This design comes from an exercise in tuning for small area on the open sky130 flow, not from production work.
Only simulation tests tie the RTL to the original design; equivalence was not proved.
No activity file was given, so power comes from the tool's default toggle rates.

--- design/flow/design.v ---
module ql_sampler (
    input  wire        clk,
    input  wire        rst,           
    input  wire        trig_in,
    input  wire        sample_valid,
    input  wire [15:0] sample_raw,    
    input  wire        tu_tick,
    input  wire        tx_tick,
    output wire [7:0]  bus_out,
    output wire        fault_out,
    output wire        ready
);
    localparam [1:0] WAIT_HIGH = 2'd0,
                     WAIT_LOW  = 2'd1,
                     ARMED     = 2'd2;
    localparam signed [15:0] BOUND = 16'sd15000;
    reg  [1:0] gate;
    reg  [4:0] level;
    reg        fault;
    reg        cool;       
    reg        clk_bit;
    reg  [7:0] frame;
    wire armed = (gate == ARMED);
    wire signed [15:0] r        = sample_raw;
    wire               in_range = (r >= -BOUND) && (r <= BOUND);
    wire signed [15:0] r_div    = r >>> 10;
    wire        [4:0]  q        = r_div[4:0] + 5'd16;
    wire do_validate = sample_valid && armed && !cool;
    always @(posedge clk) begin
        if (rst) begin
            gate    <= WAIT_HIGH;
            level   <= 5'd0;
            fault   <= 1'b0;
            cool    <= 1'b0;
            clk_bit <= 1'b1;
            frame   <= 8'h00;
        end else begin
            case (gate)
                WAIT_HIGH: if (trig_in)  gate <= WAIT_LOW;
                WAIT_LOW:  if (!trig_in) gate <= ARMED;
                default:   ;
            endcase
            if (do_validate) begin
                if (in_range) begin
                    level <= q;
                    fault <= 1'b0;
                end else begin
                    fault <= 1'b1;
                    cool  <= 1'b1;
                end
            end
            if (tu_tick && cool) begin
                cool  <= 1'b0;
                fault <= 1'b0;
            end
            if (tx_tick && armed) begin
                clk_bit <= ~clk_bit;
                frame   <= {~clk_bit, 2'b00, level};
            end
        end
    end
    assign bus_out   = frame;
    assign fault_out = fault;
    assign ready     = armed && !cool;
endmodule
module ql_receiver (
    input  wire       clk,
    input  wire       rst,            
    input  wire       cap_in,
    input  wire       frt_tick,
    input  wire [7:0] bus_in,
    output wire [7:0] duty_a_out,
    output wire [7:0] duty_b_out,
    output wire       alert_out
);
    localparam [15:0] THRESH = 16'd20000;
    reg [15:0] frt;
    reg [15:0] last_cap;
    reg        alert;
    reg        cap_prev;
    reg        cap_pend;
    reg [7:0]  duty_a;
    reg [7:0]  duty_b;
    wire [9:0]  duty_prod = bus_in[4:0] * 5'd20;
    wire [7:0]  duty      = 8'd4 + {3'b000, duty_prod[9:5]};
    wire [15:0] delta = frt - last_cap;
    wire edge_seen = !cap_prev && cap_in;
    always @(posedge clk) begin
        if (rst) begin
            frt      <= 16'd0;
            last_cap <= 16'd0;
            alert    <= 1'b0;
            cap_prev <= 1'b1;
            cap_pend <= 1'b0;
            duty_a   <= 8'd0;
            duty_b   <= 8'd0;
        end else begin
            cap_prev <= cap_in;
            cap_pend <= edge_seen;
            if (frt_tick)
                frt <= frt + 16'd1;
            if (cap_pend) begin
                alert    <= 1'b0;
                last_cap <= frt;
                duty_a   <= duty;
                duty_b   <= duty;
            end else if (!alert && (delta > THRESH)) begin
                alert <= 1'b1;
            end
        end
    end
    assign duty_a_out = duty_a;
    assign duty_b_out = duty_b;
    assign alert_out  = alert;
endmodule
module quantizer_link (
    input  wire        clk,
    input  wire        rst_s,
    input  wire        trig_in,
    input  wire        sample_valid,
    input  wire [15:0] sample_raw,
    input  wire        tu_tick,
    input  wire        tx_tick,
    output wire [7:0]  bus_out,
    output wire        fault_out,
    output wire        ready,
    input  wire        rst_r,
    input  wire        cap_in,
    input  wire        frt_tick,
    input  wire [7:0]  bus_in,
    output wire [7:0]  duty_a_out,
    output wire [7:0]  duty_b_out,
    output wire        alert_out
);
    ql_sampler u_su (
        .clk          (clk),
        .rst          (rst_s),
        .trig_in      (trig_in),
        .sample_valid (sample_valid),
        .sample_raw   (sample_raw),
        .tu_tick      (tu_tick),
        .tx_tick      (tx_tick),
        .bus_out      (bus_out),
        .fault_out    (fault_out),
        .ready        (ready)
    );
    ql_receiver u_ru (
        .clk        (clk),
        .rst        (rst_r),
        .cap_in     (cap_in),
        .frt_tick   (frt_tick),
        .bus_in     (bus_in),
        .duty_a_out (duty_a_out),
        .duty_b_out (duty_b_out),
        .alert_out  (alert_out)
    );
endmodule
--- design/flow/run.sh ---
#!/bin/bash
# synth_recipe.tcl (not shown) runs the flow's synth.tcl, then flattens the netlist and writes it again
# the make line also repeats each setting of config.mk as NAME=value (left out here)
make -C /OpenROAD-flow-scripts/flow DESIGN_CONFIG=/design/flow/config.mk WORK_HOME=/design/flow/orfs CLKGATE_MAP_FILE= SYNTH_SCRIPT=/design/flow/synth_recipe.tcl finish
--- design/flow/config.mk ---
export PLATFORM = sky130hd
export DESIGN_NAME = quantizer_link
export DESIGN_NICKNAME = quantizer_link
export VERILOG_FILES = /design/flow/design.v
export SDC_FILE = /design/flow/constraint.sdc
export NUM_CORES = 4
export LEC_CHECK = 0
export CAP_MARGIN = 20
export CORE_MARGIN = 2
export CORE_UTILIZATION = 40
export SLEW_MARGIN = 20
--- design/flow/constraint.sdc ---
create_clock -name core_clock -period 5.0 [get_ports {clk}]
set_input_delay 1.0000 -clock core_clock [delete_from_list [all_inputs] [get_ports {clk}]]
set_output_delay 1.0000 -clock core_clock [all_outputs]
set_load 0.01 [all_outputs]
==> reports/qor.yml, run 1 <==
outcome: "complete, no violations"
worst_hold_path_type: "reg2reg"
setup.worst_path.start: "u_ru.frt[0]"
gp_congestion: 0.8480
global_route_met2_utilization: 0.2500
drtPass1Iterations: 4
boundaryPins: 60
syn-mean-instance-area_sq_um: 8.515
combinationalPowerShare: 0.128
dp_hpwl_um: 5249
synth_simple_gate_area_share: 0.1936
utilization_of_the_core_after_routing: 0.5017
drt_drc_violations_left: 0
ctsLongestPathBuffers: 2
nets: 505
fp.dieH_um: 96.97
dieArea_sq_um: 9402
min_period_over_period: 0.6037
route.vias.total: 2909
setup-tns-final_ns: 0
setup_bufs_post_cts: 0
max_cap_violations: 0
worst-endpoint-arrival_ns: 3.23
worst_slack_ns: 1.981
ys_seq_area_frac: 0.3301
syn_area_sq_um: 3457
hold_viol: 0
wl_per_cell_um: 13.04
ys_seq_elements: 57
global_route.usage.total: 0.1613
worstRegToRegCells: 11
largest_net_degree_at_the_start_of_global_routing: 41
viasPerCell: 5.213
synth_compound_gate_area_share: 0.1658
dr.first_iter.drc_count: 68
layout_min_cycle_time_ns: 3.019
clock_sinks: 57
power_switching_mw: 0.2674
timing_worst_slew_pin_value_ns: 0.7942
instance_count_of_the_mapped_netlist: 406
timing.final.setup_violations: 0
pre_cts_slack_ns: 1.814
io_buffer_count: 50
placed_area_sq_um: 3984
slew-limit-headroom: 0.4665
ir_drop_uv: 158.4
crit_start_category: "register"
power.internal_mw: 0.7204
synthXorXnorAreaFrac: 0.05827
cellPowerDensity_nw_per_um2: 237.2
antenna_violations_before_repair: 0
synth-edff-count: 0
multiplexer_share_of_the_synthesized_area: 0.09265
antenna_violating_nets_post_route: 0
placed_cells_incl_taps: 542
r2r_start: "u_ru.frt[0]"
num_rows: 33
setup.worst_path.class: "reg2reg"
reg2reg_slack_ns: 1.98
number_of_distinct_library_cells_after_synthesis: 52
synth.area.top_cells: "dfxtp_1, mux2i_1, ha_1"
totalWireLength_um: 7276
dominant_combinational_cell_family_by_area_after_synthesis: "simple AND/OR/NAND/NOR gates"
netSwitchingFraction: 0.2707
synth_top_area_share: 0.3301
core_region_area_sq_um: 8299
terminating_pin_of_the_worst_hold_path: "u_ru.cap_pend"
die_width_um: 96.97
crit-reg2reg-capture: "u_ru.alert"
insertion_delay_ns: 0.34
grt_util_met3: 0.04335
grt_util_met1: 0.2160
cp_data_required_time_ns: 5.22
ctsRootBufferMaster: "clkbuf_8"
global_route_wire_length_before_repair_um: 12700
rsz0062_at_grt: "false"
dominantRegCellSynth: "dfxtp_1"
synth-adder-area-share: 0.09121
leakagePower_nw: 1.636
critPathMaxFanout: 6
timing_max_transition_violations_final: 0
hold_buffers: 0
synth_area_leader_cell: "dfxtp_1"
ys_async_sr_fraction: 0
min_delay_path_depth: 1
busiest_layer: "met2"
clk_transition_reported_paths_ns: 0.07
critPathCaptureType: "register"
power.share.clock: 0.401
antenna-diode-count: 0
vias_in_the_first_global_route: 2789
post_cts_resize_count: 0
cts_made_buffers: 9
globalRoute.totalOverflow: 0
tritoncts: "yes"
post_route_cells_drive_above_1_share: 0.05960
htreeDepth: 3
area.growth.synth_to_final_pct: 20.45
fmax_mhz: 331.3
hold_path_startpoint: "u_ru.cap_prev"
finalInstanceArea_sq_um: 4164
final_cells: 558
finalClockSkew_ns: 0.01197
yosysWarnings: 2
power.sequential.fraction: 0.471
final_layout_worst_hold_slack_ns: 0.3884
floorplan.initialDensity: 0.4166
totalPowerFinal_mw: 0.9878
Yosys cell counts, drive strengths merged (2+ instances only):
library cell   n
fa             2
o2111ai        4
o211ai         5
ha            22
xnor2          6
a221oi         2
a21o           5
o31a           3
o21ai         16
xor2          17
nor3b          3
nand4          2
or3            2
a211oi         4
nor3          12
mux2i         32
nand3b         2
a31oi          3
and2           6
buf           13
nor2          61
and3           5
nand3         10
dfxtp         57
o31ai          2
nor2b          5
nand2         18
o21a           9
inv           23
o311ai         2
and4           5
a21oi         16
clkbuf        14
o211a          3
or2            4
worst max-delay path, stage by stage (launching register included):
cell	delay [ns]
dfxtp_1	0.40
inv_1	0.08
ha_1	0.22
fa_1	0.46
nor2b_1	0.18
o31a_1	0.28
o2111ai_2	0.23
o2bb2ai_1	0.18
and3_1	0.20
or2_0	0.24
o41ai_2	0.32
a211oi_1	0.11
layout make-up:
cell class | count | area, sq um
Clock buffer | 10 | 137.6
Fill cell | 769 | 4135
Sequential cell | 57 | 1141
Inverter | 23 | 86.33
Multi-Input combinational cell | 304 | 2102
Tap cell | 105 | 131.4
Timing Repair Buffer | 53 | 523.0
Clock inverter | 6 | 42.54
placed cells by master (no fill, tap or decap), types with 5 or more instances in the layout:
cell and instances:
nor2_1 60, dfxtp_1 57, clkdlybuf4s50_1 50, mux2i_1 32, inv_1 23, ha_1 22, nand2_1 18, xor2_1 17
a21oi_1 16, o21ai_0 16, nor3_1 12, nand3_1 10, clkbuf_8 10, o21a_1 9, and2_1 6, xnor2_1 6
conb_1 6, a21o_1 5, and3_1 5, and4_1 5, nor2b_1 5, o211ai_1 5
state kept, by name, summed over array words and instances, names as in the netlist:
name / count
u_su.level: 5
u_su.fault: 1
u_su.clk_bit: 1
u_ru.last_cap: 16
u_su.frame: 6
u_su.cool: 1
u_ru.cap_pend: 1
u_su.gate: 2
u_ru.cap_prev: 1
u_ru.frt: 16
u_ru.duty_a: 6
u_ru.alert: 1
power by group through the flow:
| stage | clock network, mW | logic [mW] | registers, mW |
|---|---|---|---|
| finish | 0.396 | 0.126 | 0.465 |
| global placement | 0 | 0.125 | 0.476 |
| global route | 0.434 | 0.141 | 0.466 |
| floorplan | 0 | 0.0822 | 0.475 |
| detailed placement | 0 | 0.127 | 0.476 |
| CTS | 0.410 | 0.127 | 0.465 |
per-layer routing:
| metal | share of wire | up-vias | wire, um |
|---|---|---|---|
| li1 | - | 1495 | - |
| met1 | 0.49 | 1343 | 3596 |
| met2 | 0.45 | 63 | 3293 |
| met3 | 0.041 | 8 | 296 |
| met4 | 0.012 | 0 | 90 |
| met5 | 0 | - | 0 |
kinds of logic after synthesis:
family | Yosys count
simple gates | 138
flops | 57
buf+inv | 50
xor+xnor | 23
other cells | 1
compound gates | 81
mux | 32
fa+ha+maj | 24
worst max path at each step:
stage / to / slack, ns / cells past startpoint
after floorplan: u_ru.alert / 2.29 / 11
after global placement: u_su.level[2] / 1.84 / 9
after detailed placement: u_ru.duty_a[4] / 1.81 / 8
after CTS: u_ru.alert / 1.98 / 11
after global routing: u_ru.alert / 1.73 / 11
final: u_ru.alert / 1.98 / 11
==> run 2, diff against run 1 <==
==> design/flow/design.v (replaced) <==
module ql_sampler (
    input  wire        clk,
    input  wire        rst,           
    input  wire        trig_in,
    input  wire        sample_valid,
    input  wire [15:0] sample_raw,    
    input  wire        tu_tick,
    input  wire        tx_tick,
    output wire [7:0]  bus_out,
    output wire        fault_out,
    output wire        ready
);
    localparam signed [15:0] BOUND = 16'sd15000;
    reg        armed;
    reg        tx_seen;
    reg        f7;
    reg  [4:0] level;
    reg  [4:0] frame_lo;
    reg        cool;
    wire signed [15:0] r        = sample_raw;
    wire               in_range = (r >= -BOUND) && (r <= BOUND);
    wire        [4:0]  q        = {~sample_raw[14], sample_raw[13:10]};
    wire do_validate = sample_valid && armed && !cool;
    wire do_tx       = tx_tick && armed;
    always @(posedge clk) begin
        if (rst) begin
            armed    <= 1'b0;
            tx_seen  <= 1'b0;
            f7       <= 1'b0;
            level    <= 5'd0;
            frame_lo <= 5'd0;
            cool     <= 1'b0;
        end else begin
            armed   <= armed || (tx_seen && !trig_in);
            tx_seen <= armed ? (tx_seen || tx_tick) : trig_in;
            if (do_tx && tx_seen)
                f7 <= ~f7;
            if (do_validate && in_range)
                level <= q;
            if (cool)
                cool <= !tu_tick;
            else
                cool <= do_validate && !in_range;
            if (do_tx)
                frame_lo <= level;
        end
    end
    assign bus_out   = {f7, 2'b00, frame_lo};
    assign fault_out = cool;
    assign ready     = armed && !cool;
endmodule
module ql_receiver (
    input  wire       clk,
    input  wire       rst,            
    input  wire       cap_in,
    input  wire       frt_tick,
    input  wire [7:0] bus_in,
    output wire [7:0] duty_a_out,
    output wire [7:0] duty_b_out,
    output wire       alert_out
);
    localparam [14:0] DET_MASK = 15'h7aef;
    localparam [14:0] DET_VAL  = 15'h3da6 & 15'h7aef;
    reg [14:0] lfsr;
    reg        alert;
    reg        cap_prev;
    reg        cap_pend;
    reg [4:0]  duty;
    wire [9:0] duty_prod = bus_in[4:0] * 5'd20;
    wire [4:0] duty_new  = 5'd4 + duty_prod[9:5];
    wire [14:0] lfsr_next = {lfsr[13:0], ~(lfsr[14] ^ lfsr[3])};
    wire        expired   = (lfsr & DET_MASK) == DET_VAL;
    always @(posedge clk) begin
        if (rst) begin
            lfsr     <= 15'd0;
            alert    <= 1'b0;
            cap_prev <= 1'b1;
            cap_pend <= 1'b0;
            duty     <= 5'd0;
        end else begin
            cap_prev <= cap_in;
            cap_pend <= !cap_prev && cap_in;
            if (cap_pend) begin
                alert <= 1'b0;
                lfsr  <= {14'd0, frt_tick};
                duty  <= duty_new;
            end else begin
                if (frt_tick)
                    lfsr <= lfsr_next;
                if (expired)
                    alert <= 1'b1;
            end
        end
    end
    assign duty_a_out = {3'b000, duty};
    assign duty_b_out = {3'b000, duty};
    assign alert_out  = alert;
endmodule
module quantizer_link (
    input  wire        clk,
    input  wire        rst_s,
    input  wire        trig_in,
    input  wire        sample_valid,
    input  wire [15:0] sample_raw,
    input  wire        tu_tick,
    input  wire        tx_tick,
    output wire [7:0]  bus_out,
    output wire        fault_out,
    output wire        ready,
    input  wire        rst_r,
    input  wire        cap_in,
    input  wire        frt_tick,
    input  wire [7:0]  bus_in,
    output wire [7:0]  duty_a_out,
    output wire [7:0]  duty_b_out,
    output wire        alert_out
);
    ql_sampler u_su (
        .clk          (clk),
        .rst          (rst_s),
        .trig_in      (trig_in),
        .sample_valid (sample_valid),
        .sample_raw   (sample_raw),
        .tu_tick      (tu_tick),
        .tx_tick      (tx_tick),
        .bus_out      (bus_out),
        .fault_out    (fault_out),
        .ready        (ready)
    );
    ql_receiver u_ru (
        .clk        (clk),
        .rst        (rst_r),
        .cap_in     (cap_in),
        .frt_tick   (frt_tick),
        .bus_in     (bus_in),
        .duty_a_out (duty_a_out),
        .duty_b_out (duty_b_out),
        .alert_out  (alert_out)
    );
endmodule
==> run 2 against run 1 <==
  * Critical endpoint is now u_su.level[4]
  * Core utilization is 4.1 points higher
  * Still clean
  * Highest routed layer unchanged
  * Total power is 33% lower
  * First-iteration DRC count is 34% lower
  * Cell count is 49% lower
  * Setup slack better by 0.069 ns
  * Count of clock-buffer cells in the layout is 4 lower
  * Die area is 46% lower
  * Hold slack better by 0.0088 ns
  * Area after synthesis is 47% lower
  * Global-route usage is 2.2 points lower
==> reports/qor.yml, run 2 <==
critPathCaptureType: "register"
antenna-diode-count: 0
global_route_met2_utilization: 0.2551
num_rows: 24
busiest_layer: "met2"
fillers: 421
layout_min_cycle_time_ns: 2.950
worst_hold_path_type: "reg2reg"
most_common_library_cells_after_synthesis: "dfxtp_1, nor2_1, mux2i_1, buf_4, nand2_1"
totalWireLength_um: 3409
synth_top_area_share: 0.4080
worst-endpoint-arrival_ns: 3.12
grt_util_met3: 0.03938
ctsLongestPathBuffers: 2
synth_compound_gate_area_share: 0.07926
gp_congestion: 0.7774
synth.area.top_cells: "dfxtp_1, mux2i_1, buf_4"
core_region_area_sq_um: 4354
dr.first_iter.drc_count: 45
syn-mean-instance-area_sq_um: 9.407
globalRoute.totalOverflow: 0
floorplan.initialDensity: 0.4170
hold_buffers: 0
clock_sinks: 37
tritoncts: "yes"
setup.worst_path.class: "in2reg"
fmax_mhz: 339.0
ys_async_sr_fraction: 0
multiplexer_share_of_the_synthesized_area: 0.1185
yosysWarnings: 2
outcome: "complete, no violations"
route.vias.total: 1395
slew-limit-headroom: 0.4297
hold_viol: 0
boundaryPins: 60
largest_net_degree_at_the_start_of_global_routing: 21
antenna_violations_before_repair: 0
crit_start_category: "primary input"
antenna_violating_nets_post_route: 0
critPathMaxFanout: 5
syn_area_sq_um: 1815
min_period_over_period: 0.5899
synth_area_leader_cell: "dfxtp_1"
dominant_combinational_cell_family_by_area_after_synthesis: "simple AND/OR/NAND/NOR gates"
post_route_cells_drive_above_1_share: 0.07328
synth_simple_gate_area_share: 0.2219
setup_bufs_post_cts: 0
timing.final.setup_violations: 0
dp_hpwl_um: 2587
synth-edff-count: 0
largest_register_ff_count: 15
synth.most_common_cell: "dfxtp_1"
cp_data_required_time_ns: 5.17
timing_max_transition_violations_final: 0
leakagePower_nw: 0.9118
area.growth.synth_to_final_pct: 30.26
dieArea_sq_um: 5094
clk_transition_reported_paths_ns: 0.07
ctsRootBufferMaster: "clkbuf_8"
finalClockSkew_ns: 0.004983
drtPass1Iterations: 4
utilization_of_the_core_after_routing: 0.5431
ys_seq_elements: 37
timing_worst_slew_pin_value_ns: 0.8528
synthXorXnorAreaFrac: 0.02895
global_route_wire_length_before_repair_um: 5664
nets: 271
insertion_delay_ns: 0.28
viasPerCell: 4.912
drt_drc_violations_left: 0
ys_seq_area_frac: 0.4080
rsz0062_at_grt: "false"
htreeDepth: 2
setup-tns-final_ns: 0
max_cap_violations: 0
regMostFlops: "u_ru.lfsr"
cts_made_buffers: 5
mostFrequentLayoutCell: "clkdlybuf4s50_1"
grt_util_met1: 0.1519
dominantRegCellSynth: "dfxtp_1"
number_of_distinct_library_cells_after_synthesis: 41
vias_in_the_first_global_route: 1340
post_cts_resize_count: 0
io_buffer_count: 48
final_cell_mix: "clkdlybuf4s50_1, dfxtp_1, nor2_1"
cellPowerDensity_nw_per_um2: 278.6
die_width_um: 71.37
synth-adder-area-share: 0.05238
global_route.usage.total: 0.1392
wl_per_cell_um: 12.00
ir_drop_uv: 150.7
instance_count_of_the_mapped_netlist: 193
fp.dieH_um: 71.37
==> run 2: cell count changes in the layout (fill, tap and decap cells not counted), sizes merged, moves of 13 or more <==
cell   before  now
dfxtp      57   37
ha         22    6
inv        24    5
nor2       61   25
o21ai      16    1
xor2       17    4
==> run 2: cell type report <==
| type | instances | area [sq um] | area share |
|---|---|---|---|
| clock buffer | 6 | 82.58 | 0.03492 |
| clock inverter | 2 | 37.54 | 0.01587 |
| inverter | 5 | 18.77 | 0.007937 |
| multi-input combinational | 134 | 939.7 | 0.3974 |
| sequential | 37 | 740.7 | 0.3132 |
| tap | 52 | 65.06 | 0.02751 |
| timing repair buffer | 48 | 480.5 | 0.2032 |
==> run 2: path summary, 6_finish.rpt <==
path	from	endpoint	slack [ns]	cells past startpoint
max	sample_raw[10]	u_su.level[4]	2.05	6
min	u_ru.cap_prev	u_ru.cap_pend	0.40	1
max reg2reg	u_su.armed	u_su.level[4]	3.20	4
min reg2reg	u_ru.cap_prev	u_ru.cap_pend	0.40	1
==> run 2: through the flow <==
stage                     instances  power (mW)  hold WS, ns  instance area (sq um)  worst slack [ns]
after global placement          276      0.3962       0.3821                   2245             1.733
final                           284      0.6589       0.3972                   2365             2.050
after floorplan                 200      0.3646       0.3721                   1842             2.346
after global routing            284      0.6852       0.4210                   2365             1.924
after detailed placement        276      0.3988       0.3917                   2245             1.742
after CTS                       284      0.6667       0.4021                   2365             2.045
==> run 2: kinds of logic (layout without fill, tap and decap cells) <==
group / after synthesis / after routing
AND/OR/NAND/NOR: 70 / 70
flip-flops: 37 / 37
buffers and inverters: 29 / 61
AO/OA/AOI/OAI: 22 / 22
multiplexers: 21 / 21
adder cells (fa/ha/maj): 7 / 7
XOR/XNOR: 6 / 6
other: 1 / 8
==> run 2: worst max-delay path, stage by stage <==
cell             delay, ns
clkdlybuf4s50_1       0.47
or4_4                 0.57
nor4_4                0.15
nor4_2                0.09
nor4_4                0.50
mux2_4                0.34
==> run 2: where the power goes <==
| group | total [mW] | switching, mW | leakage [nW] | internal, mW |
|---|---|---|---|---|
| Clock | 0.267 | 0.105 | 0.0574 | 0.162 |
| Sequential | 0.305 | 0.00537 | 0.300 | 0.300 |
| Combinational | 0.0860 | 0.0387 | 0.555 | 0.0473 |
==> run 2: per-layer routing <==
layer | routed length (um) | vias up
met3 | 160 | 4
li1 | - | 712
met4 | 36 | 0
met2 | 1759 | 32
met5 | 0 | -
met1 | 1453 | 647

port drivers added, routing unchanged:
No port has a modelled driver above. Below, the same layouts with a new extraction and two added sets of constraints.
Step 1 sets driving cells, clkbuf_16 on the clock port and buf_2 on the other inputs (assumed; they add their load-dependent delay and slew).
Step 2 moves the port delays by t, midway between the first and last clock arrival at a register: inputs arrive t later, outputs are due t later. That takes back most of the time a late clock gives input paths.
Slacks: no drivers / after step 1 / after step 2; pairs: no drivers / after step 1.
| run | t, ns | setup slack, ns | latest minus earliest clock arrival (ns) |
|---|---|---|---|
| run 1 | 0.366 | 1.981 / 1.981 / 1.824 | 0.014 / 0.014 |
| run 2 | 0.304 | 2.050 / 2.051 / 1.746 | 0.005 / 0.005 |
After both steps setup and hold are still met in every run listed. For run 2, which loses most, drivers alone change the setup slack by +0.001 ns; drivers and shift together by -0.304 ns.
